This design comes from an exercise in tuning for small area, a short achievable clock period and few clock cycles on the open sky130 flow, not from production work. Function was checked by simulation only, so behaviour that the tests miss may differ from the original.

==> flow/design.v, too long to show whole: its modules and the start of the top module <==
// module ck_table: 11 lines
// module out_fifo: 29 lines
// module ed_rowbuf: 25 lines
// module ed_luma: 188 lines
// module ed_blend: 293 lines
// module thermy_ck8: 611 lines
module thermy_ck8 #(
    parameter WMAX = 32,
    parameter AW   = 5,
    parameter [7:0] PRE0 = 8'h51,
    parameter [7:0] PRE1 = 8'h78
) (
    input  wire        clk,
    input  wire        rst,
    input  wire        cmd_valid,
    output wire        cmd_ready,
    input  wire [31:0] cmd_data,
    output reg  [31:0] res,
    output reg         res_valid,
    output wire        out_valid,
    input  wire        out_ready,
    output wire [7:0]  out_data
);
  // ...
==> flow/run.sh <==
#!/bin/bash
# synth_recipe.tcl (not shown) runs the flow's synth.tcl, then flattens the netlist and writes it again
# the make line also repeats each setting of config.mk as NAME=value (left out here)
make -C /OpenROAD-flow-scripts/flow DESIGN_CONFIG=/design/flow/config.mk WORK_HOME=/design/flow/orfs CLKGATE_MAP_FILE= SYNTH_SCRIPT=/design/flow/synth_recipe.tcl finish
==> flow/config.mk <==
export PLATFORM = sky130hd
export DESIGN_NAME = thermy_ck8
export DESIGN_NICKNAME = thermy_ck8
export VERILOG_FILES = /design/flow/design.v
export SDC_FILE = /design/flow/constraint.sdc
export NUM_CORES = 4
export LEC_CHECK = 0
export CAP_MARGIN = 20
export CORE_MARGIN = 2
export CORE_UTILIZATION = 20
export CTS_BUF_LIST = sky130_fd_sc_hd__clkbuf_4 sky130_fd_sc_hd__clkbuf_8
export CTS_CLUSTER_SIZE = 20
export PLACE_DENSITY = 0.3
export SLEW_MARGIN = 20
==> flow/constraint.sdc <==
create_clock -name core_clock -period 20.0 [get_ports {clk}]
set_input_delay 4.0000 -clock core_clock [delete_from_list [all_inputs] [get_ports {clk}]]
set_output_delay 4.0000 -clock core_clock [all_outputs]
set_load 0.01 [all_outputs]
==> flow_summary_export.csv, run 1 <==
group,metric,value,unit
outcome,outcome,"no timing/DRC/antenna violations",
synthesis,yosysSeqAreaShare,43.2,%
synthesis,synth_cell_types,112,
synthesis,syn_area_per_cell,9.93,um2
clock_tree,cts_num_sinks,889,
timing,setup_slack,13.62,ns
cells_and_area,multi_input_area_share,44.6,%
timing,fin_skew,0.0738,ns
timing,tightest_slew,1.16,ns
setup_path,cp.buffers_inverters,4,
global_routing,global_route.usage.met2,21.8,%
detailed_routing,ant_nets,0,
place,place_area,0.0550,mm2
clock_tree,clkTransAtPathRegs,0.06,ns
global_routing,antenna_found_initial,14,
global_routing,grt_use_met3,2.38,%
synthesis,synth_nets,5504,
setup_path,endpoint,"u1[21]$_DFF_P_",
detailed_routing,dr_wl_met3,7570,um
setup_path,crit_required,20.80,ns
synthesis,synth.most_common_cell,"dfxtp_1",
synthesis,syn_inst,5069,
place,place_ws,13.54,ns
timing,period_needed,6.38,ns
global_routing,top_usage_layer,"met2",
timing,setup_viol,0,
cells_and_area,nets,5603,
die,rows,184,
timing,grt_setup_unrepaired,"false",
cells_and_area,final_common_cell,"dfxtp_1",
timing,max-slew-margin-rel,22.6,%
clock_tree,cts-resized-gates,0,
global_routing,grt-ovfl-total,0,
synthesis,synth.mux.area_fraction,2.65,%
synthesis,synth_ff_type,"dfxtp_1",
die,die_area,0.256,mm2
min_path,hold_class,"reg2reg",
Testbench counts, summed over its fixed seeds: cycles 10,576.
==> run 2, diff against run 1 <==
==> flow/flow/run.sh (new file) <==
#!/bin/bash
set -euo pipefail
bash standard.sh SETUP_SLACK_MARGIN=14.8 SKIP_GATE_CLONING=1 \
    "BUFFER_PORTS_ARGS=-buffer_cell sky130_fd_sc_hd__buf_4" finish > standard_make.log 2>&1
==> flow/standard.sh (new file) <==
#!/bin/bash
# synth_recipe.tcl (not shown) runs the flow's synth.tcl, then flattens the netlist and writes it again
# the make line also repeats each setting of config.mk as NAME=value (left out here)
make -C /OpenROAD-flow-scripts/flow DESIGN_CONFIG=/design/flow/config.mk WORK_HOME=/design/flow/orfs CLKGATE_MAP_FILE= SYNTH_SCRIPT=/design/flow/synth_recipe.tcl "${@:-finish}"
--- a/flow/config.mk
+++ b/flow/config.mk
@@ -8,7 +8,5 @@
 export CAP_MARGIN = 20
 export CORE_MARGIN = 2
 export CORE_UTILIZATION = 20
-export CTS_BUF_LIST = sky130_fd_sc_hd__clkbuf_4 sky130_fd_sc_hd__clkbuf_8
-export CTS_CLUSTER_SIZE = 20
 export PLACE_DENSITY = 0.3
 export SLEW_MARGIN = 20
removed: flow/run.sh
==> flow_summary_export.csv, run 2 <==
group,metric,value,unit
synthesis,synth_common_cells,"dfxtp_1 (494), nor2_1 (486), edfxtp_1 (395)",
setup_path,crit_required,16.00,ns
synthesis,ys_top_cells_by_area,"edfxtp_1 (24%), dfxtp_1 (20%), fa_1 (8.0%)",
cells_and_area,largest_reg_flops,248,
cells_and_area,top_register,"u_ring.r",
synthesis,synth.most_common_cell,"dfxtp_1",
synthesis,syn_area_per_cell,9.93,um2
synthesis,synth_top_area_share,23.6,%
synthesis,synth_edf_count,395,
flow_run,maxCapViolations,0,
place,dpl.hpwl,135000,um
clock_tree,cts_buffers,109,
global_routing,grt_max_degree,179,
setup_path,critical_path_arrival,1.45,ns
clock_tree,clkTransAtPathRegs,0.06,ns
clock_tree,clock_latency,0.80,ns
synthesis,synth_seq_cells,889,
die,core,0.251,mm2
die,design.portCount,79,
die,die_area,0.256,mm2
clock_tree,postCtsHoldBufs,0,
cells_and_area,syn2layout_area_growth,21.9,%
die,start_util,20.1,%
min_path,min_path_cells,0,
timing,period_needed,5.45,ns
outcome,outcome,"no timing/DRC/antenna violations",
synthesis,yosys.area.top_type,"edfxtp_1",
synthesis,synth_nets,5504,
synthesis,synth_ff_type,"dfxtp_1",
setup_path,cp_max_fo,1,
detailed_routing,via_count,38511,
timing,period_share,27.3,%
clock_tree,cts_num_sinks,889,
place,portBuffers,78,
synthesis,ys_warn_count,6,
timing,slew_viol_final,0,
synthesis,synth_cell_types,112,
setup_path,cp_top_family,"flip-flops",
detailed_routing,drc,0,
global_routing,grt_usage,14.4,%
detailed_routing,drt_iter0_drc,2723,
timing,fin_skew,0.0998,ns
setup_path,cp.buffers_inverters,1,
timing,timing.fmax,183,MHz
timing,max-slew-margin-rel,20.8,%
timing,grt_setup_unrepaired,"true",
setup_path,critical_path_depth,1,
clock_tree,cts_tree,"built",
timing,tightest_slew,1.17,ns
cells_and_area,nets,5697,
die,die_x,506,um
cells_and_area,final_cell_mix,"nor2_1 (475), dfxtp_1 (437), edfxtp_1 (395)",
detailed_routing,wirelength,189000,um
clock_tree,htree_levels,3,
global_routing,grt-ovfl-total,0,
place,place_congestion,0.815,
synthesis,yosysSeqAreaShare,43.2,%
synthesis,ys_async_sr_fraction,0,%
setup_path,path_class,"reg2out",
cells_and_area,drive_gt1_share,15.8,%
synthesis,synth_area,0.0503,mm2
cells_and_area,fin_util,24.5,%
global_routing,grt_pass1_wl,275000,um
setup_path,reg2regPathDepth,22,
setup_path,worst_setup_path_end_kind,"output port",
timing,finalSetupTns,0,ns
die,fp.dieH,506,um
timing,setup_viol,0,
setup_path,slowest_delay,0.48,ns
min_path,hold_class,"reg2reg",
clock_tree,clock_path_buffers,3,
timing,hold_violations,0,
cells_and_area,final_common_cell,"nor2_1",
setup_path,cp_slowest_cell,"edfxtp_1",
die,rows,184,
detailed_routing,drt_pre_antenna_iters,7,
clock_tree,root_buffer,"clkbuf_16",
detailed_routing,via_per_inst,4.42,
global_routing,antenna_found_initial,12,
setup_path,setup.worst_path.start_class,"flop",
synthesis,syn_inst,5069,
detailed_routing,post_drt_wl_per_cell,21.7,um
global_routing,grt_pass1_vias,38074,
detailed_routing,ant_nets,0,
setup_path,path_cells,"buf_6",
[run 2: stage by stage]
stage               cells  setup slack [ns]  instance area (um2)  hold WS (ns)
finish               8709             14.55                61400         0.251
global route         8707             14.47                61400         0.231
floorplan            5069             14.80                50400         0.310
CTS                  8646             14.43                60400         0.231
detailed placement   8344             13.53                54900         0.312
global placement     8344             13.57                54800         0.310
[run 2: path summary, 6_finish.rpt]
path                                                  start        endpoint  slack (ns)
worst max register to register        alpha[1]$_SDFFE_PP1P_  p3[22]$_DFF_P_       14.90
worst max-delay path            u_out.out_data[5]$_DFFE_PP_     out_data[5]       14.55
worst min register to register                 bit6$_DFF_P_    bit7$_DFF_P_        0.25
worst min-delay path                           bit6$_DFF_P_    bit7$_DFF_P_        0.25
[run 2: per-layer routing]
layer	vias up	part of all wire, %	GRT usage [%]
met5	-	0.030	0
met4	8	1.9	3.43
li1	18257	-	-
met3	187	4.3	1.83
met2	816	43	21.6
met1	19243	51	21.7
[run 2: final cells by class]
type,instances,area [um2]
diodes,3,7.51
clock inverters,54,638
fillers,26886,189000
flip-flops and latches,889,21900
well taps,3348,4190
inverters,401,1560
clock buffers,153,3150
repair buffers,306,2860
multi-input cells,3555,27100
[run 2: logic make-up (layout without fill, tap and decap cells)]
group	count (synthesis)	after routing	synth area share, %
flops	889	889	43.2
fa+ha+maj	400	400	12.9
xor+xnor	371	371	6.47
simple gates	1581	1581	15.3
buf+inv	625	914	4.80
mux	116	116	2.65
compound gates	1087	1087	14.6
other cells	0	3	0
[run 2: timing repair]
| item | in CTS | in global routing |
|---|---|---|
| pin swaps | 37 | 91 |
| setup buffers | 95 | 60 |
| resized for setup | 233 | 130 |
| hold endpoints to repair | 0 | 0 |
| setup endpoints to repair | 350 | 147 |
==> run 3, diff against run 2 <==
==> flow/flow/run.sh (replaced) <==
#!/bin/bash
set -euo pipefail
bash standard.sh SETUP_SLACK_MARGIN=14.4 SKIP_GATE_CLONING=1 \
    "BUFFER_PORTS_ARGS=-buffer_cell sky130_fd_sc_hd__buf_4" finish > standard_make.log 2>&1
--- a/flow/config.mk
+++ b/flow/config.mk
@@ -7,6 +7,6 @@
 export LEC_CHECK = 0
 export CAP_MARGIN = 20
 export CORE_MARGIN = 2
-export CORE_UTILIZATION = 20
-export PLACE_DENSITY = 0.3
+export CORE_UTILIZATION = 50
+export PLACE_DENSITY = 0.6
 export SLEW_MARGIN = 20
==> flow_summary_export.csv, run 3 <==
group,metric,value,unit
outcome,outcome,"no timing/DRC/antenna violations",
synthesis,yosys.area.top_type,"edfxtp_1",
min_path,hold_end,"f4$_DFF_P_",
synthesis,ys_async_sr_fraction,0,%
setup_path,worst_setup_path_end_kind,"flop",
synthesis,ys_top_cells_by_area,"edfxtp_1 (24%), dfxtp_1 (20%), fa_1 (8.0%)",
detailed_routing,post_drt_wl_per_cell,21.2,um
timing,hold_violations,0,
die,die_x,321,um
timing,period_share,27.9,%
flow_run,maxCapViolations,0,
setup_path,cp_max_fo,38,
clock_tree,clkTransAtPathRegs,0.06,ns
timing,setup_slack,14.43,ns
clock_tree,postCtsHoldBufs,0,
setup_path,worstReg2RegEnd,"frrem[15]$_SDFF_PP0_",
setup_path,slowest_delay,0.83,ns
cells_and_area,seq_area,0.0218,mm2
min_path,hp-start,"f3$_DFF_P_",
die,fp.dieH,321,um
detailed_routing,ant_nets,0,
cells_and_area,nets,5554,
die,core,0.100,mm2
detailed_routing,drt_pre_antenna_iters,6,
setup_path,reg2reg_slack,14.43,ns
detailed_routing,via_count,37899,
place,place_ws,13.86,ns
synthesis,yosysSeqAreaShare,43.2,%
setup_path,setup.worst_path.start_class,"flop",
clock_tree,root_buffer,"clkbuf_16",
die,rows,116,
synthesis,synth_cell_types,112,
timing,finalSetupTns,0,ns
synthesis,synth_seq_cells,889,
cells_and_area,top_register,"u_ring.r",
place,place_congestion,0.986,
cells_and_area,final_common_cell,"dfxtp_1",
detailed_routing,wirelength,138000,um
cells_and_area,fin_util,56.1,%
synthesis,ys_warn_count,6,
die,start_util,50.3,%
setup_path,r2r_start,"cin[28]$_DFFE_PN_",
global_routing,grt_max_degree,185,
timing,setup_viol,0,
clock_tree,cts_tree,"built",
synthesis,syn_inst,5069,
place,dpl.hpwl,99700,um
setup_path,critical_path_arrival,6.10,ns
synthesis,synth_common_cells,"dfxtp_1 (494), nor2_1 (486), edfxtp_1 (395)",
synthesis,synth_nets,5504,
place,portBuffers,78,
cells_and_area,fillers,8760,
global_routing,grt-ovfl-total,0,
global_routing,antenna_found_initial,6,
cells_and_area,largest_reg_flops,248,
clock_tree,clock_path_buffers,3,
timing,fin_skew,0.0347,ns
setup_path,crit_required,20.53,ns
clock_tree,htree_levels,3,
min_path,min_path_cells,0,
setup_path,crit_path_frequent_cell,"buf_4",
synthesis,synth_edf_count,395,
cells_and_area,drive_gt1_share,10.4,%
clock_tree,cts_num_sinks,889,
setup_path,cp_slowest_cell,"or4_1",
timing,period_needed,5.57,ns
global_routing,grt_pass1_vias,35936,
detailed_routing,via_per_inst,5.83,
synthesis,synth_top_area_share,23.6,%
clock_tree,cts_buffers,96,
cells_and_area,syn2layout_area_growth,11.6,%
cells_and_area,multi_input_area,0.0265,mm2
setup_path,reg2regPathDepth,12,
cells_and_area,final_cell_mix,"dfxtp_1 (487), nor2_1 (480), edfxtp_1 (395)",
timing,max-slew-margin-rel,18.0,%
synthesis,syn_area_per_cell,9.93,um2
setup_path,worstSetupStartpoint,"cin[28]$_DFFE_PN_",
detailed_routing,drc,0,
synthesis,synth_ff_type,"dfxtp_1",
timing,tightest_slew,1.22,ns
setup_path,path_cells,"or4_1 -> nor2_1 -> nand2_1 -> o31ai_1 -> o41ai_1 -> o2111ai_1 -> or2_2 -> or3_1 -> buf_4 -> inv_1 -> buf_4 -> a211oi_1",
synthesis,synth.most_common_cell,"dfxtp_1",
min_path,hold_class,"reg2reg",
setup_path,path_class,"reg2reg",
detailed_routing,drt_iter0_drc,3380,
setup_path,cp_top_family,"compound AO/OA/AOI/OAI gates",
synthesis,synth_area,0.0503,mm2
timing,timing.fmax,180,MHz
global_routing,grt_pass1_wl,212000,um
die,design.portCount,79,
timing,grt_setup_unrepaired,"false",
global_routing,grt_usage,26.4,%
die,die_area,0.103,mm2
setup_path,cp.buffers_inverters,3,
timing,slew_viol_final,0,
clock_tree,clock_latency,0.70,ns
run 3: cell counts after synthesis:
No cell type changed its count.
run 3: kinds of logic (layout without fill, tap and decap cells):
| kind of cell | after synthesis | count (layout) | synth area share (%) |
|---|---|---|---|
| other | 0 | 1 | 0 |
| and+or+nand+nor | 1581 | 1581 | 15.3 |
| muxes | 116 | 116 | 2.65 |
| buffers and inverters | 625 | 759 | 4.80 |
| adders and majority gates | 400 | 400 | 12.9 |
| AOI/OAI and AO/OA | 1087 | 1087 | 14.6 |
| xor gates and xnor gates | 371 | 371 | 6.47 |
| DFF | 889 | 889 | 43.2 |
run 3: how the worst max path moves through the flow:
| stage | end | cells after the start |
|---|---|---|
| after detailed placement | u_ring.r[23][5]$_DFFE_PP_ | 21 |
| after global routing | u_ring.r[15][7]$_DFFE_PP_ | 21 |
| after global placement | u_ring.r[7][5]$_DFFE_PP_ | 21 |
| after CTS | u_ring.r[15][7]$_DFFE_PP_ | 20 |
| after floorplan | u1[21]$_DFF_P_ | 19 |
| final | frrem[15]$_SDFF_PP0_ | 12 |
run 3: layer usage:
layer / vias to the layer above / GRT usage [%] / wire [um]
li1: 17959 / - / -
met1: 18360 / 38.0 / 62400
met2: 1305 / 40.2 / 60300
met3: 269 / 4.54 / 10700
met4: 6 / 9.47 / 4660
met5: - / 0 / 45
run 3: metrics by stage:
stage	cells	instance area (um2)	hold WS (ns)
2_1_floorplan	5069	50300	0.310
3_3_place_gp	6264	52000	0.311
3_5_place_dp	6265	52000	0.312
4_1_cts	6448	55500	0.326
5_1_grt	6501	56100	0.329
6_report	6502	56200	0.323
run 3: layout make-up:
cell class	instances	share of cell area, %
clock inverters	43	1.05
flip-flops and latches	889	38.8
multi-input cells	3555	47.1
well taps	1298	2.89
inverters	401	2.74
clock buffers	139	4.91
repair buffers	176	2.54
diodes	1	0.00446
run 3: what timing repair did:
item / CTS / global route
resized for setup: 20 / 46
endpoints found under the setup margin: 51 / 99
buffers inserted: 1 / 51
pin swaps: 1 / 10
gates cloned: 0 / 0
==> run 4, diff against run 3 <==
--- a/flow/config.mk
+++ b/flow/config.mk
@@ -7,6 +7,8 @@
 export LEC_CHECK = 0
 export CAP_MARGIN = 20
 export CORE_MARGIN = 2
-export CORE_UTILIZATION = 50
-export PLACE_DENSITY = 0.6
+export CORE_UTILIZATION = 20
+export CTS_CLUSTER_DIAMETER = 150
+export CTS_CLUSTER_SIZE = 20
+export PLACE_DENSITY = 0.3
 export SLEW_MARGIN = 20
==> flow_summary_export.csv, run 4 <==
group,metric,value,unit
outcome,outcome,"no timing/DRC/antenna violations",
timing,timing.fmax,183,MHz
synthesis,ys_top_cells_by_area,"edfxtp_1 (24%), dfxtp_1 (20%), fa_1 (8.0%)",
timing,period_share,27.4,%
setup_path,cp_slowest_cell,"buf_6",
clock_tree,cts_num_sinks,889,
detailed_routing,drt_pre_antenna_iters,7,
setup_path,r2r_start,"cin[0]$_DFFE_PN_",
detailed_routing,m1WireLength,92300,um
setup_path,worstSetupStartpoint,"rst",
detailed_routing,top_layer,"met5",
timing,grt_setup_unrepaired,"false",
synthesis,ys_warn_count,6,
timing,setup_slack,14.53,ns
synthesis,yosysSeqAreaShare,43.2,%
global_routing,grt_pass1_wl,267000,um
timing,setup_viol,0,
setup_path,path_cells,"clkbuf_8 -> buf_6 -> buf_6 -> buf_8 -> nor2_1",
synthesis,synth.most_common_cell,"dfxtp_1",
synthesis,synth_cell_types,112,
timing,period_needed,5.47,ns
die,start_util,20.1,%
place,place_congestion,0.815,
timing,slew_viol_final,0,
die,rows,184,
cells_and_area,final_common_cell,"dfxtp_1",
synthesis,synth_edf_count,395,
synthesis,yosys.area.top_type,"edfxtp_1",
detailed_routing,wirelength,182000,um
die,design.portCount,79,
detailed_routing,dr_wl_met3,6240,um
setup_path,crit_path_frequent_cell,"buf_6",
clock_tree,postCtsHoldBufs,0,
die,die_x,506,um
detailed_routing,via_count,37204,
cells_and_area,top_register,"u_ring.r",
timing,tightest_slew,1.20,ns
clock_tree,htree_levels,2,
setup_path,slowest_delay,0.53,ns
synthesis,synth_area,0.0503,mm2
synthesis,synth_top_area_share,23.6,%
cells_and_area,syn2layout_area_growth,14.4,%
global_routing,grt_pass1_vias,37341,
detailed_routing,drc,0,
synthesis,syn_inst,5069,
timing,hold_violations,0,
clock_tree,clock_path_buffers,3,
die,die_area,0.256,mm2
timing,finalSetupTns,0,ns
flow_run,maxCapViolations,0,
setup_path,critical_path_arrival,6.02,ns
place,dpl.hpwl,136000,um
die,core,0.251,mm2
setup_path,path_class,"in2reg",
setup_path,worst_setup_path_end_kind,"flop",
clock_tree,clock_latency,0.72,ns
synthesis,synth_ff_type,"dfxtp_1",
timing,max-slew-margin-rel,19.4,%
setup_path,setup.worst_path.start_class,"input port",
global_routing,grt_usage,13.9,%
timing,timing.hold.ws,0.329,ns
min_path,hp-start,"bit6$_DFF_P_",
clock_tree,cts_tree,"built",
synthesis,ys_async_sr_fraction,0,%
global_routing,grt_max_degree,81,
detailed_routing,ant_nets,0,
detailed_routing,post_drt_wl_per_cell,21.4,um
setup_path,cp_max_fo,76,
synthesis,synth_common_cells,"dfxtp_1 (494), nor2_1 (486), edfxtp_1 (395)",
cells_and_area,final_cell_mix,"dfxtp_1 (483), nor2_1 (479), edfxtp_1 (395)",
place,place_ws,13.04,ns
detailed_routing,via_per_inst,4.37,
synthesis,syn_area_per_cell,9.93,um2
place,portBuffers,78,
global_routing,grt-ovfl-total,0,
cells_and_area,drive_gt1_share,10.3,%
cells_and_area,largest_reg_flops,248,
detailed_routing,drt_iter0_drc,2588,
synthesis,synth_seq_cells,889,
synthesis,synth_nets,5504,
detailed_routing,met2_wirelength,80200,um
cells_and_area,fillers,27088,
global_routing,antenna_found_initial,10,
setup_path,crit_required,20.54,ns
timing,fin_skew,0.0717,ns
cells_and_area,nets,5563,
die,fp.dieH,506,um
min_path,hold_class,"reg2reg",
clock_tree,cts_buffers,51,
clock_tree,clkTransAtPathRegs,0.10,ns
clock_tree,root_buffer,"clkbuf_16",
## run 4: cell count changes in the layout (fill, tap and decap cells not counted), sizes merged
| cell | previous run | this run |
|---|---|---|
| diode | 1 | 2 |
| clkinvlp | 12 | 11 |
| clkbuf | 140 | 84 |
| inv | 396 | 388 |
| clkinv | 25 | 10 |
| bufinv | 11 | 0 |
| buf | 175 | 229 |
## run 4: final timing paths
check                                              end  slack (ns)  cells past startpoint
worst min register to register            bit7$_DFF_P_        0.33                      0
worst min-delay path                      bit7$_DFF_P_        0.33                      0
worst max-delay path            fcstat[2]$_SDFFE_PP0P_       14.53                      5
worst max register to register  fclen[11]$_SDFFE_PP0P_       14.67                     18
## run 4: through the flow
step | cells | instance area (um2) | utilization (%)
final | 8516 | 57600 | 23.0
after floorplan | 5069 | 50300 | -
after CTS | 8469 | 56900 | 22.7
after detailed placement | 8354 | 54900 | 21.9
after global placement | 8353 | 54900 | 21.9
after global routing | 8514 | 57600 | 23.0
## run 4: final cells by class
| cell class | instances | area, um2 | area share, % |
|---|---|---|---|
| multi-input combinational | 3555 | 26600 | 46.3 |
| sequential | 889 | 21800 | 37.8 |
| tap | 3348 | 4190 | 7.28 |
| timing repair buffer | 230 | 1900 | 3.31 |
| inverter | 401 | 1550 | 2.70 |
| clock buffer | 83 | 1400 | 2.43 |
| clock inverter | 8 | 103 | 0.178 |
| antenna | 2 | 5.00 | 0.00869 |
## run 4: layer usage
layer	GRT usage [%]	vias to the layer above
met5	0	-
met4	2.54	6
met3	1.53	102
met2	21.5	615
met1	20.7	18561
li1	-	17920
## run 4: kinds of logic after synthesis
kind of cell             count (synthesis)  synth area share, %
AND/OR/NAND/NOR                       1581                 15.3
XOR/XNOR                               371                 6.47
buffers and inverters                  625                 4.80
multiplexers                           116                 2.65
flip-flops                             889                 43.2
adder cells (fa/ha/maj)                400                 12.9
AO/OA/AOI/OAI                         1087                 14.6
## run 4: worst max-delay path: cells and delay by family
family / cells / cell delay, ns
buf+inv: 4 / 1.73
simple gates: 1 / 0.11
## run 4: repair_timing
item                                    in CTS  in global routing
endpoints found under the setup margin     184                230
gates resized for setup                     66                 81
pin swaps                                    8                 21
buffers inserted                            24                 45
==> run 5, diff against run 4 <==
==> flow/flow/run.sh (replaced) <==
#!/bin/bash
set -euo pipefail
bash standard.sh SETUP_SLACK_MARGIN=${MARGIN:-14.4} SKIP_GATE_CLONING=1 finish > standard_make.log 2>&1
--- a/flow/config.mk
+++ b/flow/config.mk
@@ -8,7 +8,5 @@
 export CAP_MARGIN = 20
 export CORE_MARGIN = 2
 export CORE_UTILIZATION = 20
-export CTS_CLUSTER_DIAMETER = 150
-export CTS_CLUSTER_SIZE = 20
 export PLACE_DENSITY = 0.3
 export SLEW_MARGIN = 20
==> flow_summary_export.csv, run 5 <==
group,metric,value,unit
min_path,hold_class,"reg2reg",
setup_path,cp_top_family,"flip-flops",
clock_tree,cts_tree,"built",
synthesis,synth_ff_type,"dfxtp_1",
detailed_routing,via_per_inst,4.39,
synthesis,synth_nets,5504,
timing,grt_setup_unrepaired,"false",
synthesis,synth_edf_count,395,
detailed_routing,drc,0,
timing,period_needed,5.50,ns
clock_tree,cts_num_sinks,889,
clock_tree,htree_levels,3,
cells_and_area,final_cell_mix,"dfxtp_1 (485), nor2_1 (480), edfxtp_1 (395)",
synthesis,syn_area_per_cell,9.93,um2
place,dpl.hpwl,135000,um
global_routing,grt_pass1_wl,270000,um
global_routing,grt_pass1_vias,37835,
synthesis,synth_top_area_share,23.6,%
cells_and_area,design_area,0.0595,mm2
synthesis,synth_area,0.0503,mm2
place,place_ws,13.60,ns
flow_run,maxCapViolations,0,
detailed_routing,ant_nets,0,
setup_path,worst_setup_path_end_kind,"output port",
cells_and_area,drive_gt1_share,9.92,%
detailed_routing,post_drt_wl_per_cell,21.4,um
global_routing,grt_max_degree,149,
global_routing,grt_usage,14.1,%
detailed_routing,wirelength,184000,um
synthesis,ys_async_sr_fraction,0,%
setup_path,r2r_start,"cin[1]$_DFFE_PN_",
global_routing,grt-ovfl-total,0,
timing,setup_slack,14.50,ns
clock_tree,clock_path_buffers,3,
cells_and_area,nets,5590,
timing,max-slew-margin-rel,33.5,%
clock_tree,root_buffer,"clkbuf_16",
setup_path,crit_required,16.00,ns
die,rows,184,
synthesis,yosysSeqAreaShare,43.2,%
min_path,min_path_cells,0,
timing,setup_viol,0,
setup_path,critical_path_arrival,1.50,ns
global_routing,antenna_found_initial,11,
detailed_routing,via_count,37783,
detailed_routing,drt_iter0_drc,2446,
setup_path,setup.worst_path.start_class,"flop",
timing,finalSetupTns,0,ns
die,start_util,20.1,%
cells_and_area,top_register,"u_ring.r",
timing,timing.hold.ws,0.310,ns
synthesis,synth_cell_types,112,
synthesis,synth.most_common_cell,"dfxtp_1",
outcome,outcome,"no timing/DRC/antenna violations",
timing,slew_viol_final,0,
setup_path,path_cells,"clkdlybuf4s15_1",
cells_and_area,syn2layout_area_growth,18.3,%
setup_path,worstReg2RegEnd,"u1[21]$_DFF_P_",
die,design.portCount,79,
synthesis,syn_inst,5069,
synthesis,synth_common_cells,"dfxtp_1 (494), nor2_1 (486), edfxtp_1 (395)",
setup_path,cp_slowest_cell,"dfxtp_1",
cells_and_area,fin_util,23.7,%
synthesis,synth_seq_cells,889,
timing,tightest_slew,0.988,ns
place,placed_cells_incl_taps,8344,
timing,period_share,27.5,%
cells_and_area,final_cells,8603,
clock_tree,clkTransAtPathRegs,0.06,ns
detailed_routing,drt_pre_antenna_iters,5,
place,place_area,0.0550,mm2
die,die_x,506,um
setup_path,path_class,"reg2out",
clock_tree,clock_latency,0.78,ns
timing,hold_violations,0,
clock_tree,cts_buffers,107,
cells_and_area,largest_reg_flops,248,
place,place_congestion,0.812,
die,core,0.251,mm2
synthesis,ys_top_cells_by_area,"edfxtp_1 (24%), dfxtp_1 (20%), fa_1 (8.0%)",
min_path,hp-start,"k4[1]$_DFF_P_",
timing,timing.fmax,182,MHz
cells_and_area,fillers,27045,
setup_path,reg2regPathDepth,19,
setup_path,cp_max_fo,2,
setup_path,slowest_delay,0.38,ns
die,die_area,0.256,mm2
setup_path,cp.buffers_inverters,1,
synthesis,yosys.area.top_type,"edfxtp_1",
cells_and_area,final_common_cell,"dfxtp_1",
place,portBuffers,78,
synthesis,ys_warn_count,6,
die,fp.dieH,506,um
timing,fin_skew,0.0770,ns
min_path,hold_end,"k5[1]$_DFF_P_",
setup_path,reg2reg_slack,14.62,ns
==> run 5: cell counts after synthesis <==
Identical to the previous run, type by type.
==> run 5: worst reg2reg max path: cells and delay by family (launching register included) <==
| kind | cells | cell delay [ns] |
|---|---|---|
| adder cells (fa/ha/maj) | 6 | 2.56 |
| AO/OA/AOI/OAI | 6 | 1.14 |
| buffers and inverters | 4 | 0.55 |
| AND/OR/NAND/NOR | 2 | 0.46 |
| flip-flops | 1 | 0.36 |
| XOR/XNOR | 1 | 0.13 |
==> run 5: worst max path at each step <==
| stage | cells after the start | start | to |
|---|---|---|---|
| 2_1_floorplan | 19 | cin[3]$_DFFE_PN_ | u1[21]$_DFF_P_ |
| 3_3_place_gp | 3 | rst | rq_b[0]$_SDFFCE_PN0P_ |
| 3_5_place_dp | 20 | ml[1]$_DFFE_PP_ | u_ring.r[15][6]$_DFFE_PP_ |
| 4_1_cts | 19 | ml[1]$_DFFE_PP_ | u_ring.r[15][7]$_DFFE_PP_ |
| 5_1_grt | 23 | ml[1]$_DFFE_PP_ | ml[9]$_DFFE_PP_ |
| 6_report | 1 | res[7]$_SDFFE_PP0P_ | res[7] |
==> run 5: timing repair <==
action	CTS	global route
pin swaps	7	17
setup endpoints to repair	148	100
resized for setup	97	56
setup buffers	15	34
endpoints found under the hold margin	0	0
hold buffers	0	0
==> run 5: metal layers <==
metal | GRT usage [%] | vias to the layer above | wire length [um]
met1 | 20.6 | 18855 | 92300
met2 | 22.0 | 689 | 81300
met4 | 3.48 | 0 | 3790
met3 | 1.63 | 162 | 6540
li1 | - | 18077 | -
met5 | 0 | - | 0
==> run 5: cells by family (layout without fill, tap and decap cells) <==
group           after synthesis  count (layout)  share of synthesized area [%]
compound gates             1087            1087                           14.6
xor+xnor                    371             371                           6.47
fa+ha+maj                   400             400                           12.9
buf+inv                     625             806                           4.80
flops                       889             889                           43.2
mux                         116             116                           2.65
other cells                   0               5                              0
simple gates               1581            1581                           15.3
==> run 5: cell type report <==
class / instances / area, um2 / share of cell area (%)
multi-input combinational: 3555 / 26600 / 44.7
timing repair buffer: 201 / 1800 / 3.02
inverter: 401 / 1540 / 2.59
sequential: 889 / 21800 / 36.6
clock buffer: 145 / 3010 / 5.06
antenna: 5 / 12.5 / 0.0210
tap: 3348 / 4190 / 7.04
clock inverter: 59 / 616 / 1.03
==> module thermy_ck8, before the edit <==
module thermy_ck8 #(
    parameter WMAX = 32,
    parameter AW   = 5,
    parameter [7:0] PRE0 = 8'h51,
    parameter [7:0] PRE1 = 8'h78
) (
    input  wire        clk,
    input  wire        rst,
    input  wire        cmd_valid,
    output wire        cmd_ready,
    input  wire [31:0] cmd_data,
    output reg  [31:0] res,
    output reg         res_valid,
    output wire        out_valid,
    input  wire        out_ready,
    output wire [7:0]  out_data
);
    localparam [2:0] E_ILL = 3'd1, E_ENC = 3'd2, E_CFG = 3'd3, E_SEQ = 3'd4;
    localparam [7:0] OP_NOP = 8'h00, OP_SETCTRL = 8'h01, OP_SETW = 8'h02,
                     OP_SETA = 8'h03, OP_RDREG = 8'h04, OP_CLRERR = 8'h05,
                     OP_RSTRAS = 8'h06, OP_CKCLR = 8'h10, OP_CKUPD = 8'h11,
                     OP_CKRD = 8'h12, OP_FRBT = 8'h20, OP_FRBR = 8'h21,
                     OP_FRPUT = 8'h22, OP_FRI2B = 8'h23, OP_REVB = 8'h24,
                     OP_FCCLR = 8'h30, OP_FCPUT = 8'h31, OP_DQPIX = 8'h40,
                     OP_BPPIX = 8'h50;
    localparam [2:0] FC_IDLE = 3'd0, FC_BUSY = 3'd1, FC_OK = 3'd2, FC_BADPRE = 3'd3,
                     FC_BADTYPE = 3'd4, FC_BADCK = 3'd5, FC_BADTERM = 3'd6;
    localparam [3:0] P_P0 = 4'd0, P_P1 = 4'd1, P_CMD = 4'd2, P_TYPE = 4'd3,
                     P_L0 = 4'd4, P_L1 = 4'd5, P_PAY = 4'd6, P_CK = 4'd7,
                     P_TERM = 4'd8;
    localparam [17:0] DV = 18'd159375;       
    localparam [1:0]  K_BP = 2'd0, K_TH = 2'd1, K_ED = 2'd2;
    reg [2:0]  errcode;
    reg        mode, rev, route;
    reg [2:0]  wc;               
    reg [7:0]  alpha;
    reg [7:0]  ckcrc;
    reg [7:0]  frcmd;
    reg        frtype;
    reg [15:0] frrem;
    reg [2:0]  fcstat;
    reg [3:0]  fcphase;
    reg [7:0]  fccmd;
    reg        fctype;
    reg [15:0] fclen;
    reg [15:0] fcrem;
    reg [7:0]  fccrc;
    reg [4:0]  dqx;
    reg [31:0] dqy;
    reg [4:0]  bpx;
    reg [31:0] bplines;
    reg [31:0] outcnt;
    reg [3:0]  oc_pend;
    reg        dqy_inc, bpl_inc;  
    reg        zrow;             
    reg [7:0]  frcrc;            
    reg [7:0]  bpacc;            
    reg [2:0]  kb;               
    reg [7:0]  dq_hi;            
    reg        dq_w;             
    reg [2:0]  bw;               
    wire fropen = (frrem != 16'd0);
    reg [31:0] cin, sk;
    reg        cin_v, sk_v;
    reg        rdy;
    assign cmd_ready = rdy;
    wire [31:0] c     = cin;
    wire [7:0]  op    = c[31:24];
    wire [7:0]  b8    = c[7:0];
    reg known, rsv_bad;
    reg [2:0] err;
    wire [4:0] wm1      = {wc[1:0] - 2'd1, 3'b111};    
    wire       dqx_last = (dqx == wm1);
    wire       bpx_last = (bpx == wm1);
    wire [2:0] k        = bpx[2:0];
    always @(*) begin
        known   = 1'b1;
        rsv_bad = 1'b0;
        case (op)
            OP_NOP, OP_CLRERR, OP_RSTRAS, OP_CKCLR, OP_CKRD, OP_FCCLR:
                rsv_bad = (c[23:0] != 24'd0);
            OP_SETA, OP_CKUPD, OP_FRPUT, OP_REVB, OP_FCPUT, OP_BPPIX:
                rsv_bad = (c[23:8] != 16'd0);
            OP_RDREG:
                rsv_bad = (c[23:8] != 16'd0) || (b8 > 8'h18);
            OP_SETW:
                rsv_bad = (c[23:16] != 8'd0);
            OP_SETCTRL:
                rsv_bad = (c[23:3] != 21'd0);
            OP_FRI2B:
                rsv_bad = (c[23:21] != 3'd0);
            OP_FRBT, OP_FRBR, OP_DQPIX:
                rsv_bad = 1'b0;
            default:
                known = 1'b0;
        endcase
        err = 3'd0;
        if (!known || rsv_bad)
            err = E_ILL;
        else begin
            case (op)
                OP_SETCTRL:
                    if (dqx != 5'd0 || bpx != 5'd0) err = E_CFG;
                OP_SETW:
                    if (c[15:0] == 16'd0 || c[2:0] != 3'd0 || c[15:0] > WMAX ||
                        dqx != 5'd0 || bpx != 5'd0) err = E_CFG;
                OP_FRBT, OP_FRBR:
                    if (fropen) err = E_SEQ;
                OP_FRPUT:
                    if (!fropen) err = E_SEQ;
                OP_FRI2B:
                    if (!fropen) err = E_SEQ;
                    else if ({12'd0, c[19:16]} > frrem) err = E_ENC;
                OP_FCPUT:
                    if (fcstat >= FC_OK) err = E_SEQ;
                OP_DQPIX, OP_BPPIX:
                    if (wc == 3'd0) err = E_CFG;
                    else if (route && k == 3'd7 && !fropen) err = E_SEQ;
                default: ;
            endcase
        end
    end
    reg  [3:0] i2b_j;            
    wire       i2b_cont = (i2b_j != 4'd0);
    wire ignored = (errcode != 3'd0) && (op != OP_RDREG) && (op != OP_CLRERR) && !i2b_cont;
    wire ok      = i2b_cont || (!ignored && err == 3'd0);
    reg v1, v3, v4, v5, v6, v7;
    wire pp_empty = !(v1 | v3 | v4 | v5 | v6 | v7);
    localparam TQD = 4;
    reg [TQD-1:0] q_v;
    reg           tp_v;         
    reg  [1:0]    q_wr;
    wire q_full  = &(q_v | ({{(TQD-1){1'b0}}, tp_v} << q_wr));
    wire q_empty = !(|q_v) && !tp_v;
    reg  hdr_busy;
    wire is_fr   = (op == OP_FRBT) || (op == OP_FRBR);
    wire pushy   = is_fr || (op == OP_FRPUT) || (op == OP_FRI2B) ||
                   (op == OP_DQPIX) || (op == OP_BPPIX);
    wire drainy  = (op == OP_SETW) || (op == OP_RSTRAS) ||
                   ((op == OP_RDREG) && (b8 == 8'h08 || b8 == 8'h12 || b8 == 8'h14));
    wire i2b_n0  = (c[19:16] == 4'd0);
    wire i2b_more = (op == OP_FRI2B) && ok && !i2b_n0 && (i2b_j != c[19:16] - 4'd1);
    wire blk   = (pushy && q_full) || (is_fr && hdr_busy) ||
                 (drainy && !(pp_empty && q_empty));
    wire adv   = cin_v && !blk;           
    wire done  = adv && !i2b_more;        
    wire x_ok  = adv && ok;               
    reg        rq_v, rq_rev;    
    reg [7:0]  rq_b;
    reg [31:0] rdval;
    always @(*) begin
        case (rq_b[4:0])
            5'h00: rdval = {21'd0, (bpx != 5'd0), (dqx != 5'd0), fropen, 5'd0, errcode};
            5'h01: rdval = {29'd0, route, rev, mode};
            5'h02: rdval = {26'd0, wc, 3'd0};
            5'h03: rdval = {24'd0, alpha};
            5'h04: rdval = {24'd0, ckcrc};
            5'h05: rdval = {24'd0, frcmd};
            5'h06: rdval = {31'd0, frtype};
            5'h07: rdval = {16'd0, frrem};
            5'h08: rdval = {24'd0, frcrc};
            5'h09: rdval = {29'd0, fcstat};
            5'h0A: rdval = {28'd0, fcphase};
            5'h0B: rdval = {24'd0, fccmd};
            5'h0C: rdval = {31'd0, fctype};
            5'h0D: rdval = {16'd0, fclen};
            5'h0E: rdval = {16'd0, fcrem};
            5'h0F: rdval = {24'd0, fccrc};
            5'h10: rdval = {27'd0, dqx};
            5'h11: rdval = dqy;
            5'h12: rdval = {dq_hi, {24{dq_w}}};
            5'h13: rdval = {27'd0, bpx};
            5'h14: rdval = {24'd0, bpacc};
            5'h15: rdval = bplines;
            5'h16: rdval = outcnt;
            5'h17: rdval = {16'd0, WMAX[15:0]};
            5'h18: rdval = {16'd0, PRE1, PRE0};
            default: rdval = 32'd0;
        endcase
    end
    wire [7:0] ck_next, fc_next, fr_next;
    ck_table u_ck_ck (.idx(ckcrc ^ b8), .val(ck_next));
    ck_table u_ck_fc (.idx(fccrc ^ b8), .val(fc_next));
    wire is_pix   = (op == OP_DQPIX) || (op == OP_BPPIX);
    wire pix_byte = is_pix && (k == 3'd7);
    wire frem1    = (frrem == 16'd1);
    wire [3:0] i2b_idx  = c[20] ? (c[19:16] - 4'd1 - i2b_j) : i2b_j;
    wire [7:0] i2b_byte = (i2b_idx == 4'd0) ? c[7:0] :
                          (i2b_idx == 4'd1) ? c[15:8] : 8'd0;
    reg        t_push;
    reg        t_hdr, t_close, t_route, t_rev, t_fill;
    reg [7:0]  t_byte;
    reg [3:0]  oc_inc;
    reg        fr_dec;
    always @(*) begin
        t_push = 1'b0; t_hdr = 1'b0; t_close = 1'b0; t_route = 1'b1;
        t_rev = 1'b0; t_fill = 1'b1; t_byte = b8; oc_inc = 4'd0; fr_dec = 1'b0;
        if (x_ok) begin
            if (is_fr) begin
                t_push = 1'b1; t_hdr = 1'b1;
                t_close = (c[23:8] == 16'd0);
                oc_inc = t_close ? 4'd8 : 4'd6;
            end else if (op == OP_FRPUT) begin
                t_push = 1'b1; t_close = frem1; fr_dec = 1'b1;
                oc_inc = frem1 ? 4'd3 : 4'd1;
            end else if (op == OP_FRI2B) begin
                if (!i2b_n0) begin
                    t_push = 1'b1; t_close = frem1; fr_dec = 1'b1; t_byte = i2b_byte;
                    oc_inc = frem1 ? 4'd3 : 4'd1;
                end
            end else if (pix_byte) begin
                t_push = 1'b1; t_route = route; t_rev = rev; t_fill = 1'b0;
                t_close = route && frem1; fr_dec = route;
                oc_inc = (route && frem1) ? 4'd3 : 4'd1;
            end
        end
    end
    wire pix_go = x_ok && is_pix;
    reg [1:0]  k1, k3, k4, k5, k6, k7;
    reg        bit1, bit3, bit4, bit5, bit6, bit7;
    reg        z1, z3, z4, z5;
    reg        f1, f3, f4, f5, f6, f7;
    reg [21:0] u1;
    reg [25:0] p3;
    reg [17:0] rm4, rm5;
    reg [4:0]  lo4;
    reg [1:0]  lo5;
    reg [2:0]  q4;
    reg [5:0]  q5;
    reg signed [9:0] base6;
    reg signed [9:0] ml;        
    reg signed [6:0] eb;        
    reg signed [4:0] ea;        
    wire [21:0] u_luma;
    ed_luma u_luma_i (.p(c[23:0]), .y(u_luma));
    wire [29:0] blend;
    ed_blend u_blend_i (.u(u1), .a(alpha), .y(blend));
    wire        th_white = (u1 < 22'd1270000);
    function [18:0] dstep(input [18:0] win);
        reg [19:0] t;
        begin
            t = {1'b0, win} - {2'b00, DV};
            dstep = t[19] ? {1'b0, win[17:0]} : {1'b1, t[17:0]};
        end
    endfunction
    wire [18:0] s7 = dstep(p3[25:7]);
    wire [18:0] s6 = dstep({s7[17:0], p3[6]});
    wire [18:0] s5 = dstep({s6[17:0], p3[5]});
    wire [18:0] s4 = dstep({rm4, lo4[4]});
    wire [18:0] s3 = dstep({s4[17:0], lo4[3]});
    wire [18:0] s2 = dstep({s3[17:0], lo4[2]});
    wire [18:0] s1 = dstep({rm5, lo5[1]});
    wire [18:0] s0 = dstep({s1[17:0], lo5[0]});
    wire [7:0]  gq = ~{q5, s1[18], s0[18]};
    wire [7:0] tap1, tap2, tap3;
    wire [1:0] pend = {1'b0, (v6 && k6 == K_ED)} + {1'b0, (v7 && k7 == K_ED)};
    wire [7:0] tap  = (pend == 2'd0) ? tap1 : (pend == 2'd1) ? tap2 : tap3;
    wire signed [9:0] e_row  = z5 ? 10'sd0 : {{2{tap[7]}}, tap};
    wire signed [9:0] base_n = $signed({2'b00, gq}) + e_row;
    function [9:0] err_of(input [9:0] mm);    
        reg w, n;
        reg [7:0] a;
        begin
            w = !mm[9] && (mm[8] || (mm[7] && (mm[6:0] != 7'd0)));
            if (!w) begin
                n = mm[9];
                a = mm[9] ? (~mm[7:0] + 8'd1) : mm[7:0];
            end else if (!mm[8]) begin
                n = (mm[7:0] != 8'hFF);
                a = ~mm[7:0];
            end else begin
                n = 1'b0;
                a = mm[7:0] + 8'd1;
            end
            err_of = {w, n, a};
        end
    endfunction
    wire [9:0]  el  = err_of(ml);
    wire [10:0] a7  = {el[7:0], 3'b000} - {3'b000, el[7:0]};
    wire [5:0]  t7  = a7[9:4];
    wire        c_n = el[8] && !f6;
    wire [9:0]  c_x = f6 ? 10'd0 : ({4'd0, t7} ^ {10{el[8]}});
    wire signed [9:0] m_n = base6 + c_x + {9'd0, c_n};
    wire [9:0] et  = err_of(ml);
    wire       t_w = et[9];
    wire       t_n = et[8];
    wire [9:0] a3  = {et[7:0], 1'b0} + {2'b00, et[7:0]};
    wire [10:0] a5 = {et[7:0], 2'b00} + {3'b000, et[7:0]};
    wire [7:0] d3  = {3'd0, a3[8:4]} ^ {8{t_n}};           
    wire [7:0] d5  = {2'd0, a5[9:4]} ^ {8{t_n}};
    wire [4:0] d1  = {1'b0, et[7:4]} ^ {5{t_n}};
    wire [7:0] ebx = {eb[6], eb};
    wire [7:0] ring_in = f7 ? ebx : (ebx + d3 + {7'd0, t_n});
    wire [7:0] eb_n    = (f7 ? 8'd0 : {{3{ea[4]}}, ea}) + d5 + {7'd0, t_n};
    wire [4:0] ea_n    = d1 + {4'd0, t_n};
    wire ed7 = v7 && (k7 == K_ED);
    ed_rowbuf u_ring (
        .clk(clk), .shift(ed7), .bw(bw), .vin(ring_in),
        .tap1(tap1), .tap2(tap2), .tap3(tap3)
    );
    wire       pbit    = (k7 == K_ED) ? !t_w : bit7;
    wire [7:0] pk_acc  = bpacc | ({7'd0, pbit} << kb);
    wire       pk_fill = v7 && (kb == 3'd7);
    always @(posedge clk) begin
        u1    <= u_luma;
        p3    <= blend[29:4];
        rm4   <= s5[17:0];
        lo4   <= p3[4:0];
        q4    <= {s7[18], s6[18], s5[18]};
        rm5   <= s2[17:0];
        lo5   <= lo4[1:0];
        q5    <= {q4, s4[18], s3[18], s2[18]};
        base6 <= base_n;
        k1 <= (op == OP_BPPIX) ? K_BP : mode ? K_ED : K_TH;
        bit1 <= !b8[7];
        z1 <= zrow;
        f1 <= (dqx == 5'd0);
        k3 <= k1; bit3 <= (k1 == K_TH) ? !th_white : bit1; z3 <= z1; f3 <= f1;
        k4 <= k3; bit4 <= bit3; z4 <= z3; f4 <= f3;
        k5 <= k4; bit5 <= bit4; z5 <= z4; f5 <= f4;
        k6 <= k5; bit6 <= bit5; f6 <= f5;
        k7 <= k6; bit7 <= bit6; f7 <= f6;
        if (v6 && k6 == K_ED)
            ml <= m_n;
        if (ed7) begin
            eb <= eb_n[6:0];
            ea <= ea_n;
        end
        if (rst) begin
            v1 <= 1'b0; v3 <= 1'b0; v4 <= 1'b0; v5 <= 1'b0;
            v6 <= 1'b0; v7 <= 1'b0;
        end else begin
            v1 <= pix_go; v3 <= v1; v4 <= v3; v5 <= v4; v6 <= v5; v7 <= v6;
        end
    end
    reg [TQD-1:0] q_hdr, q_cl, q_rt, q_rv, q_fl;
    reg [7:0]     q_b [0:TQD-1];
    reg [1:0]     q_rd;
    reg           tp_hdr, tp_close, tp_route, tp_rev, tp_fill;
    reg [7:0]     tp_byte;
    reg [15:0]    hdr_len;
    reg  [2:0] hj;
    reg  [1:0] ph;                
    wire       prod_ok;
    wire       h_v   = q_v[q_rd];
    wire       h_hdr = q_hdr[q_rd];
    wire       h_cl  = q_cl[q_rd];
    wire       h_rt  = q_rt[q_rd];
    wire       h_rv  = q_rv[q_rd];
    wire       h_fl  = q_fl[q_rd];
    wire [7:0] hb    = q_b[q_rd];
    wire       e_go  = h_v && prod_ok && (h_hdr || ph != 2'd0 || h_fl);
    reg  [7:0] hdr_byte;
    always @(*) begin
        case (hj)
            3'd0: hdr_byte = PRE0;
            3'd1: hdr_byte = PRE1;
            3'd2: hdr_byte = frcmd;
            3'd3: hdr_byte = {7'd0, frtype};
            3'd4: hdr_byte = hdr_len[7:0];
            default: hdr_byte = hdr_len[15:8];
        endcase
    end
    wire [7:0] hb_rv  = {hb[0], hb[1], hb[2], hb[3], hb[4], hb[5], hb[6], hb[7]};
    wire [7:0] e_data = h_hdr ? hdr_byte : (h_rv ? hb_rv : hb);
    wire [7:0] e_byte = (ph == 2'd1) ? frcrc : (ph == 2'd2) ? 8'hFF : e_data;
    ck_table u_ck_fr (.idx(frcrc ^ e_data), .val(fr_next));
    wire e_pop = e_go && ((ph == 2'd2) ||
                          (ph == 2'd0 && !h_cl && (!h_hdr || hj == 3'd5)));
    out_fifo u_out (
        .clk(clk), .rst(rst), .prod(e_go), .prod_data(e_byte), .prod_ok(prod_ok),
        .out_valid(out_valid), .out_ready(out_ready), .out_data(out_data)
    );
    wire [TQD-1:0] unf = q_v & ~q_hdr & ~q_fl;
    reg  [TQD-1:0] fsel;
    reg            found;
    integer qi;
    always @(*) begin
        found = 1'b0;
        fsel  = {TQD{1'b0}};
        for (qi = 0; qi < TQD; qi = qi + 1)
            if (!found && unf[(q_rd + qi) % TQD]) begin
                fsel[(q_rd + qi) % TQD] = 1'b1;
                found = 1'b1;
            end
    end
    integer qk;
    always @(posedge clk) begin
        for (qk = 0; qk < TQD; qk = qk + 1) begin
            if (tp_v && q_wr == qk) begin
                q_hdr[qk] <= tp_hdr; q_cl[qk] <= tp_close; q_rt[qk] <= tp_route;
                q_rv[qk] <= tp_rev; q_b[qk] <= tp_byte;
            end else if (pk_fill && fsel[qk])
                q_b[qk] <= pk_acc;
            if (tp_v && q_wr == qk)
                q_fl[qk] <= tp_fill;
            else if (pk_fill && fsel[qk])
                q_fl[qk] <= 1'b1;
        end
        if (rst) begin
            q_v  <= {TQD{1'b0}};
            q_wr <= 2'd0;
            tp_v <= 1'b0;
            q_rd <= 2'd0;
            hj  <= 3'd0;
            ph  <= 2'd0;
            frcrc <= 8'd0;
            hdr_busy <= 1'b0;
        end else begin
            for (qk = 0; qk < TQD; qk = qk + 1)
                if (tp_v && q_wr == qk)
                    q_v[qk] <= 1'b1;
                else if (e_pop && q_rd == qk)
                    q_v[qk] <= 1'b0;
            if (tp_v) q_wr <= q_wr + 2'd1;
            tp_v <= t_push;
            if (e_pop)  q_rd <= q_rd + 2'd1;
            if (e_go) begin
                if (ph == 2'd0) begin
                    if (h_hdr) begin
                        frcrc <= 8'd0;
                        if (hj == 3'd5) begin
                            hj <= 3'd0;
                            if (h_cl) ph <= 2'd1;
                        end else
                            hj <= hj + 3'd1;
                    end else begin
                        if (h_rt) frcrc <= fr_next;
                        if (h_cl) ph <= 2'd1;
                    end
                end else if (ph == 2'd1)
                    ph <= 2'd2;
                else
                    ph <= 2'd0;
            end
            if (x_ok && is_fr)
                hdr_busy <= 1'b1;
            else if (e_pop && h_hdr)
                hdr_busy <= 1'b0;
        end
        if (x_ok && is_fr)
            hdr_len <= c[23:8];
        tp_hdr <= t_hdr; tp_close <= t_close; tp_route <= t_route;
        tp_rev <= t_rev; tp_fill <= t_fill; tp_byte <= t_byte;
    end
    wire load_cin = !cin_v || done;
    wire acc      = cmd_valid && rdy;
    wire sk_v_n   = sk_v ? !load_cin : (acc && !load_cin);
    always @(posedge clk) begin
        if (load_cin) cin <= sk_v ? sk : cmd_data;
        if (!sk_v)    sk  <= cmd_data;
        if (rst) begin
            cin_v <= 1'b0;
            sk_v  <= 1'b0;
            rdy   <= 1'b1;
        end else begin
            if (load_cin) cin_v <= sk_v || acc;
            sk_v <= sk_v_n;
            rdy  <= !sk_v_n;
        end
    end
    wire clr_ras = x_ok && ((op == OP_SETW) || (op == OP_RSTRAS) ||
                            (op == OP_SETCTRL && c[0] != mode));
    always @(posedge clk) begin
        if (rst) begin
            errcode    <= 3'd0;
            mode       <= 1'b0;
            rev        <= 1'b0;
            route      <= 1'b0;
            wc         <= 3'd0;
            alpha      <= 8'hFF;
            ckcrc      <= 8'd0;
            frcmd      <= 8'd0;
            frtype     <= 1'b0;
            frrem      <= 16'd0;
            fcstat     <= FC_IDLE;
            fcphase    <= P_P0;
            fccmd      <= 8'd0;
            fctype     <= 1'b0;
            fclen      <= 16'd0;
            fcrem      <= 16'd0;
            fccrc      <= 8'd0;
            dqx        <= 5'd0;
            dqy        <= 32'd0;
            bpx        <= 5'd0;
            bplines    <= 32'd0;
            outcnt     <= 32'd0;
            oc_pend    <= 4'd0;
            zrow       <= 1'b1;
            res        <= 32'd0;
            res_valid  <= 1'b0;
            rq_v       <= 1'b0;
            dqy_inc    <= 1'b0;
            bpl_inc    <= 1'b0;
            i2b_j      <= 4'd0;
            bpacc      <= 8'd0;
            kb         <= 3'd0;
            dq_hi      <= 8'd0;
            dq_w       <= 1'b0;
            bw         <= 3'd0;
        end else begin
            rq_v <= 1'b0;
            res_valid <= rq_v;
            if (rq_v)
                res <= rq_rev ? {24'd0, rq_b[0], rq_b[1], rq_b[2], rq_b[3],
                                 rq_b[4], rq_b[5], rq_b[6], rq_b[7]} : rdval;
            oc_pend <= oc_inc;
            outcnt  <= outcnt + {28'd0, oc_pend};
            if (fr_dec)
                frrem <= frrem - 16'd1;
            if (v7) begin
                kb <= kb + 3'd1;
                bpacc <= (kb == 3'd7) ? 8'd0 : pk_acc;
            end
            if (v1 && k1 == K_ED) dq_hi <= 8'hFF;
            if (v1 && k1 == K_TH) dq_hi <= alpha;
            if (ed7) dq_w <= t_w;
            if (v7 && k7 == K_TH) dq_w <= !bit7;
            if (adv && op == OP_FRI2B && ok && !i2b_n0)
                i2b_j <= i2b_more ? i2b_j + 4'd1 : 4'd0;
            if (done && !ok && !ignored && errcode == 3'd0)
                errcode <= err;
            dqy_inc <= 1'b0;
            bpl_inc <= 1'b0;
            if (clr_ras) begin
                dqx <= 5'd0; dqy <= 32'd0;
                bpx <= 5'd0; bplines <= 32'd0;
                zrow <= 1'b1;
            end else begin
                if (dqy_inc) dqy <= dqy + 32'd1;
                if (bpl_inc) bplines <= bplines + 32'd1;
            end
            if (done && ok) begin
                case (op)
                OP_SETCTRL: begin
                    mode  <= c[0];
                    rev   <= c[1];
                    route <= c[2];
                end
                OP_SETW: begin
                    wc <= c[5:3];
                    bw <= c[5:3];
                end
                OP_RSTRAS: begin
                    kb <= 3'd0;
                    bpacc <= 8'd0;
                end
                OP_SETA:   alpha <= b8;
                OP_RDREG:  begin rq_v <= 1'b1; rq_rev <= 1'b0; rq_b <= b8; end
                OP_CLRERR: errcode <= 3'd0;
                OP_CKCLR:  ckcrc <= 8'd0;
                OP_CKUPD:  ckcrc <= ck_next;
                OP_CKRD:   begin rq_v <= 1'b1; rq_rev <= 1'b0; rq_b <= 8'h04; end
                OP_REVB:   begin rq_v <= 1'b1; rq_rev <= 1'b1; rq_b <= b8; end
                OP_FRBT, OP_FRBR: begin
                    frcmd  <= b8;
                    frtype <= op[0];
                    frrem  <= c[23:8];
                end
                OP_FCCLR: begin
                    fcstat <= FC_IDLE; fcphase <= P_P0;
                    fccmd <= 8'd0; fctype <= 1'b0;
                    fclen <= 16'd0; fcrem <= 16'd0; fccrc <= 8'd0;
                end
                OP_FCPUT: begin
                    case (fcphase)
                    P_P0: if (b8 == PRE0) begin fcstat <= FC_BUSY; fcphase <= P_P1; end
                          else fcstat <= FC_BADPRE;
                    P_P1: if (b8 == PRE1) fcphase <= P_CMD;
                          else fcstat <= FC_BADPRE;
                    P_CMD: begin fccmd <= b8; fcphase <= P_TYPE; end
                    P_TYPE: if (b8 <= 8'd1) begin fctype <= b8[0]; fcphase <= P_L0; end
                            else fcstat <= FC_BADTYPE;
                    P_L0: begin fclen <= {8'd0, b8}; fcphase <= P_L1; end
                    P_L1: begin
                        fclen <= {b8, fclen[7:0]};
                        fcrem <= {b8, fclen[7:0]};
                        fccrc <= 8'd0;
                        fcphase <= ({b8, fclen[7:0]} == 16'd0) ? P_CK : P_PAY;
                    end
                    P_PAY: begin
                        fccrc <= fc_next;
                        fcrem <= fcrem - 16'd1;
                        if (fcrem == 16'd1) fcphase <= P_CK;
                    end
                    P_CK: if (b8 == fccrc) fcphase <= P_TERM;
                          else fcstat <= FC_BADCK;
                    P_TERM: if (b8 == 8'hFF) fcstat <= FC_OK;
                            else fcstat <= FC_BADTERM;
                    default: ;
                    endcase
                end
                OP_DQPIX, OP_BPPIX: begin
                    if (bpx_last) begin
                        bpx <= 5'd0; bpl_inc <= 1'b1;
                    end else
                        bpx <= bpx + 5'd1;
                    if (op == OP_DQPIX) begin
                        if (dqx_last) begin
                            dqx <= 5'd0; dqy_inc <= 1'b1;
                            if (mode) zrow <= 1'b0;
                        end else
                            dqx <= dqx + 5'd1;
                    end
                end
                default: ;
                endcase
            end
        end
    end
endmodule
==> run 6, diff against run 5 <==
--- a/flow/design.v
+++ b/flow/design.v
@@ -743,7 +743,7 @@
         t_rev = 1'b0; t_fill = 1'b1; t_byte = b8; oc_inc = 4'd0; fr_dec = 1'b0;
         if (x_ok) begin
             if (is_fr) begin
-                t_push = 1'b1; t_hdr = 1'b1;
+                t_push = 1'b1; t_hdr = 1'b1; t_byte = c[15:8];
                 t_close = (c[23:8] == 16'd0);
                 oc_inc = t_close ? 4'd8 : 4'd6;
             end else if (op == OP_FRPUT) begin
@@ -884,7 +884,7 @@
     reg [1:0]     q_rd;
     reg           tp_hdr, tp_close, tp_route, tp_rev, tp_fill;
     reg [7:0]     tp_byte;
-    reg [15:0]    hdr_len;
+    reg [7:0]     hdr_hi;       
     reg  [2:0] hj;
     reg  [1:0] ph;                
     wire       prod_ok;
@@ -903,8 +903,8 @@
             3'd1: hdr_byte = PRE1;
             3'd2: hdr_byte = frcmd;
             3'd3: hdr_byte = {7'd0, frtype};
-            3'd4: hdr_byte = hdr_len[7:0];
-            default: hdr_byte = hdr_len[15:8];
+            3'd4: hdr_byte = hb;
+            default: hdr_byte = hdr_hi;
         endcase
     end
     wire [7:0] hb_rv  = {hb[0], hb[1], hb[2], hb[3], hb[4], hb[5], hb[6], hb[7]};
@@ -985,7 +985,7 @@
                 hdr_busy <= 1'b0;
         end
         if (x_ok && is_fr)
-            hdr_len <= c[23:8];
+            hdr_hi <= c[23:16];
         tp_hdr <= t_hdr; tp_close <= t_close; tp_route <= t_route;
         tp_rev <= t_rev; tp_fill <= t_fill; tp_byte <= t_byte;
     end
==> flow/flow/run.sh (replaced) <==
#!/bin/bash
set -euo pipefail
bash standard.sh SETUP_SLACK_MARGIN=14.4 SKIP_GATE_CLONING=1 \
    "BUFFER_PORTS_ARGS=-buffer_cell sky130_fd_sc_hd__buf_4" finish > standard_make.log 2>&1
--- a/flow/config.mk
+++ b/flow/config.mk
@@ -8,5 +8,7 @@
 export CAP_MARGIN = 20
 export CORE_MARGIN = 2
 export CORE_UTILIZATION = 20
+export CTS_CLUSTER_DIAMETER = 150
+export CTS_CLUSTER_SIZE = 20
 export PLACE_DENSITY = 0.3
 export SLEW_MARGIN = 20
==> flow_summary_export.csv, run 6 <==
group,metric,value,unit
timing,timing.fmax,183,MHz
clock_tree,root_buffer,"clkbuf_16",
timing,max-slew-margin-rel,23.7,%
cells_and_area,final_cells,8464,
setup_path,cp_max_fo,97,
cells_and_area,fin_util,22.8,%
clock_tree,cts_tree,"built",
synthesis,yosys.area.top_type,"edfxtp_1",
place,portBuffers,78,
detailed_routing,via_per_inst,4.34,
detailed_routing,ant_nets,0,
timing,timing.hold.ws,0.319,ns
timing,period_share,27.3,%
synthesis,synth_common_cells,"nor2_1 (516), dfxtp_1 (494), inv_1 (408)",
flow_run,maxCapViolations,0,
timing,finalSetupTns,0,ns
global_routing,grt_usage,13.1,%
timing,grt_setup_unrepaired,"true",
detailed_routing,wirelength,170000,um
global_routing,grt_max_degree,165,
global_routing,grt-ovfl-total,0,
cells_and_area,top_register,"u_ring.r",
cells_and_area,multi_input_area,0.0264,mm2
cells_and_area,drive_gt1_share,8.69,%
cells_and_area,nets,5530,
place,place_ws,13.64,ns
synthesis,ys_top_cells_by_area,"edfxtp_1 (23%), dfxtp_1 (20%), fa_1 (8.0%)",
cells_and_area,syn2layout_area_growth,13.3,%
synthesis,synth_ff_type,"dfxtp_1",
place,place_congestion,0.840,
timing,hold_violations,0,
synthesis,synth_cell_types,112,
cells_and_area,seq_area,0.0215,mm2
die,fp.dieH,504,um
die,core,0.249,mm2
global_routing,antenna_found_initial,3,
outcome,outcome,"no timing/DRC/antenna violations",
synthesis,syn_area_per_cell,9.84,um2
clock_tree,clock_path_buffers,3,
synthesis,syn_inst,5082,
timing,fin_skew,0.0731,ns
setup_path,crit_path_frequent_cell,"buf_4",
setup_path,critical_path_arrival,6.06,ns
synthesis,synth_seq_cells,881,
detailed_routing,drc,0,
clock_tree,clkTransAtPathRegs,0.09,ns
setup_path,cp_top_family,"buffers and inverters",
synthesis,synth.most_common_cell,"nor2_1",
synthesis,synth_edf_count,387,
cells_and_area,design_area,0.0567,mm2
synthesis,synth_nets,5517,
cells_and_area,final_common_cell,"nor2_1",
place,placed_cells_incl_taps,8334,
synthesis,ys_warn_count,6,
setup_path,slowest_delay,0.65,ns
clock_tree,htree_levels,2,
clock_tree,clock_latency,0.74,ns
timing,period_needed,5.46,ns
clock_tree,cts_buffers,51,
synthesis,synth_top_area_share,23.2,%
detailed_routing,drt_pre_antenna_iters,7,
detailed_routing,via_count,36700,
place,place_area,0.0544,mm2
setup_path,crit_required,20.60,ns
setup_path,path_cells,"clkbuf_8 -> buf_4 -> buf_4 -> nor2_1",
cells_and_area,largest_reg_flops,248,
die,die_area,0.254,mm2
setup_path,path_class,"in2reg",
[run 6: cell types whose count changed after synthesis, moves of 12 or more]
cell      previous run  this run
nand3_1            114       128
a21oi_1            364       330
inv_1              392       408
o211ai_1            34        11
nor2_1             486       516
nor3_1              91       103
nand2_1            367       392
[run 6: repair_timing]
action,4_1_cts,5_1_grt
pin swaps,1,8
gates resized for setup,39,57
endpoints found under the setup margin,135,148
hold buffers,0,0
setup buffers,17,21
[run 6: cells by family (layout without fill, tap and decap cells)]
group	after synthesis	in the layout	synth area share, %
and+or+nand+nor	1666	1666	16.3
other	0	2	0
AOI/OAI and AO/OA	1015	1015	13.6
xor gates and xnor gates	375	375	6.58
adders and majority gates	399	399	13.0
buffers and inverters	629	679	4.88
muxes	117	117	2.67
DFF	881	881	43.0
[run 6: layer usage]
metal  wire (um)  global-route usage, %  up-vias
li1            -                      -    17789
met1       80400                   17.6    18265
met2       81000                   22.2      500
met3        4380                   1.38      146
met4        4570                   3.38        0
met5           0                      0        -
[run 6: cell type report]
cell class	instances	share of cell area [%]
Antenna cell	2	0.00883
Clock buffer	83	2.50
Clock inverter	7	0.214
Inverter	411	2.79
Multi-Input combinational cell	3572	46.6
Sequential cell	881	38.0
Tap cell	3330	7.35
Timing Repair Buffer	178	2.51
[run 6: worst paths after layout]
kind,slack (ns),end,start,cells past startpoint
max reg2reg,14.63,u_ring.r[7][6]$_DFFE_PP_,ml[0]$_DFFE_PP_,21
max,14.54,fclen[11]$_SDFFE_PP0P_,rst,4
min reg2reg,0.32,bit7$_DFF_P_,bit6$_DFF_P_,0
min,0.32,bit7$_DFF_P_,bit6$_DFF_P_,0
[run 6: worst reg2reg max path, delay by kind of cell, from the launching register on]
| kind | cells | cell delay (ns) |
|---|---|---|
| AND/OR/NAND/NOR | 7 | 1.81 |
| AO/OA/AOI/OAI | 7 | 1.12 |
| adder cells (fa/ha/maj) | 3 | 1.00 |
| flip-flops | 1 | 0.48 |
| XOR/XNOR | 2 | 0.40 |
| buffers and inverters | 2 | 0.29 |
Testbench counts of run 6, summed over its fixed seeds: cycles 10,576.

-- separate check: timing with driven ports --
In the flow no input, the clock included, has a driving cell. The finished layouts below were timed again as built, in two steps.
Step 1, drivers: a clkbuf_16 drives clk and a buf_2 each remaining input, both assumed.
Step 2 adds t to the input delays and takes it off the output delays; t is the mean of the earliest and latest rising clock arrival at the registers after step 1. Input paths then give back, and output paths get back, about the clock's delay inside the block.
a / b / c = no drivers / after step 1 / after step 2; a / b = the first two.
| run | t, ns | setup slack, ns | latest minus earliest clock arrival (ns) |
|---|---|---|---|
| run 1 | 1.006 | 13.618 / 13.618 / 13.618 | 0.082 / 0.083 |
| run 2 | 0.825 | 14.547 / 14.466 / 14.227 | 0.124 / 0.125 |
| run 3 | 0.751 | 14.430 / 14.430 / 14.158 | 0.039 / 0.038 |
| run 4 | 0.767 | 14.525 / 14.568 / 13.801 | 0.075 / 0.074 |
| run 5 | 0.813 | 14.499 / 14.423 / 13.926 | 0.080 / 0.080 |
| run 6 | 0.790 | 14.538 / 14.588 / 13.797 | 0.080 / 0.079 |
After both steps setup and hold are still met in every run listed. The setup slack of run 6, which loses most, moves by +0.050 ns with the drivers and by -0.741 ns with both steps.
